Background: an optimization exercise with open tools, aiming at small area, a short achievable clock period and few clock cycles per item. Do not read the settings as production practice. The RTL was checked by simulation tests, not by an equivalence proof against the original design. Power figures rest on the tool's default switching activity, not on a simulated workload.

== run A ==
// saturating_counter_array
module saturating_counter_array (
    input  wire        clk,
    input  wire        rst,             
    input  wire        cmd_valid,
    output wire        cmd_ready,
    input  wire [3:0]  cmd_op,
    input  wire [31:0] cmd_addr,
    output wire        rsp_valid,
    output wire [2:0]  rsp_status,
    output wire [11:0] rsp_data,
    output wire        fault_o,
    output wire [4:0]  peer_rd_idx,
    input  wire [31:0] peer_rd_data,
    input  wire [15:0] peer_size,
    input  wire [7:0]  peer_counter_width,
    input  wire [15:0] peer_threshold,
    input  wire [7:0]  peer_offset_bits,
    input  wire [3:0]  peer_num_masks,
    input  wire [23:0] peer_mask_lsbs,    
    input  wire [23:0] peer_mask_sizes    
);
Size: roughly 0.048 sq mm of cells after synthesis.
export LEC_CHECK = 0
export CAP_MARGIN = 20
export CORE_MARGIN = 2
export CORE_UTILIZATION = 45
export CTS_CLUSTER_DIAMETER = 100
export CTS_CLUSTER_SIZE = 30
export PLACE_DENSITY = 0.6
export SETUP_SLACK_MARGIN = 5
export SLEW_MARGIN = 20
create_clock -name core_clock -period 9.0 [get_ports {clk}]
standard.sh (not shown) runs the stock make flow with config.mk's settings and CLKGATE_MAP_FILE= SYNTH_SCRIPT=/design/flow/synth_recipe.tcl, a recipe that flattens the netlist after the stock synthesis.
==> flow/flow/run.sh <==
#!/bin/bash
# The standard layout, with one change: the port buffers that placement
# inserts on every input and output use buf_2 instead of the default cell.
set -euo pipefail
export BUFFER_PORTS_ARGS="-buffer_cell sky130_fd_sc_hd__buf_2"
bash standard.sh > standard_flow.log 2>&1
Run A: done, clean on timing, DRC and antenna
Testbench counts of run A, summed over its fixed seeds: cycles 20,328, commands 12,000.
Input changes introduced in run B (baseline for comparison: run A):
# run A
export LEC_CHECK = 0
export CAP_MARGIN = 20
export CORE_MARGIN = 2
export CORE_UTILIZATION = 45
export CTS_CLUSTER_DIAMETER = 100
export CTS_CLUSTER_SIZE = 30
export PLACE_DENSITY = 0.6
export SETUP_SLACK_MARGIN = 5
export SLEW_MARGIN = 20
create_clock -name core_clock -period 9.0 [get_ports {clk}]
# run B
export LEC_CHECK = 0
export CAP_MARGIN = 20
export CORE_MARGIN = 2
export CORE_UTILIZATION = 45
export CTS_CLUSTER_DIAMETER = 100
export CTS_CLUSTER_SIZE = 30
export PLACE_DENSITY = 0.6
export SETUP_SLACK_MARGIN = 5
export SLEW_MARGIN = 20
export TNS_END_PERCENT = 0
create_clock -name core_clock -period 9.0 [get_ports {clk}]
--- outcome ---
Run B finished every stage and its layout cleared the timing, DRC and antenna checks. Taking run A over run B, the first-iteration DRC count ratio works out to 1.05. Looking at switching share of total power, run B sits 0.20 points below run A. Taking run A as the reference, in run B share of the core filled with cells in the final layout down 1.3 points, share of power burned in the clock network barely changed, relative area change from synthesis to final layout lower, clock insertion delay at the later pin of the skew report decreased 0.02 ns, maximum VDD drop now smaller. Overall power consumption: lower on run B. Against run A, run B reports a half-perimeter wire length after detailed placement that is lower. Lower tightest hold margin goes to run A over run B. Number of optimization iterations in the first detailed-route pass sits higher in run B than in run A.
Modified inputs, run C compared to run B
# run B
export LEC_CHECK = 0
export CAP_MARGIN = 20
export CORE_MARGIN = 2
export CORE_UTILIZATION = 45
export CTS_CLUSTER_DIAMETER = 100
export CTS_CLUSTER_SIZE = 30
export PLACE_DENSITY = 0.6
export SETUP_SLACK_MARGIN = 5
export SLEW_MARGIN = 20
export TNS_END_PERCENT = 0
create_clock -name core_clock -period 9.0 [get_ports {clk}]
# run C
export LEC_CHECK = 0
export CAP_MARGIN = 20
export CORE_MARGIN = 2
export CORE_UTILIZATION = 45
export PLACE_DENSITY = 0.6
export SETUP_SLACK_MARGIN = 5
export SLEW_MARGIN = 20
export TNS_END_PERCENT = 0
create_clock -name core_clock -period 9.0 [get_ports {clk}]
==> comparison <==
- The run showing the greater number of vias per cell is run B.
- Run C contains more vias than run B.
- Run C vs. run B: area growth from synthesis to final layout went up by 3.4 points.
- Run C has cell depth of the worst flop-to-flop path below what run B had.
- Design area is higher on run C
- Run C — detailed route wirelength on metal3 3.5% higher, run B as reference
- Global-route wire length before repair: run C vs run B up 2300 microns
- Run C: global-route total usage across every layer higher than run B
- Run C has data arrival time of the critical path above what run B had.

==> port drivers added, routing unchanged <==
The results above use ideal ports. As a check the final layouts listed here were re-extracted and re-timed, cells and wires unchanged. Step 1, drivers: a clkbuf_16 drives clk and a buf_2 each remaining input, both assumed. Step 2, shift: input delay + t, output delay - t, t = (earliest + latest rising clock arrival at the registers) / 2. This alone moves slack from input paths to output paths. Three values: no drivers, after step 1, after step 2; two values: the first two.
| run | shift t [ns] | setup slack, ns | worst register clock-pin slew, ns | worst slew at a driven data input, ns |
|---|---|---|---|---|
| run A | 0.752 | 4.494 / 4.518 / 3.766 | 0.12 / 0.12 | 0.10 |
| run B | 0.736 | 4.531 / 4.547 / 3.811 | 0.12 / 0.12 | 0.07 |
| run C | 0.786 | 4.386 / 4.386 / 3.661 | 0.07 / 0.07 | 0.07 |
After both steps every run listed still meets setup and hold. For run A, which loses most, drivers alone change the setup slack by +0.024 ns; drivers and shift together by -0.728 ns.
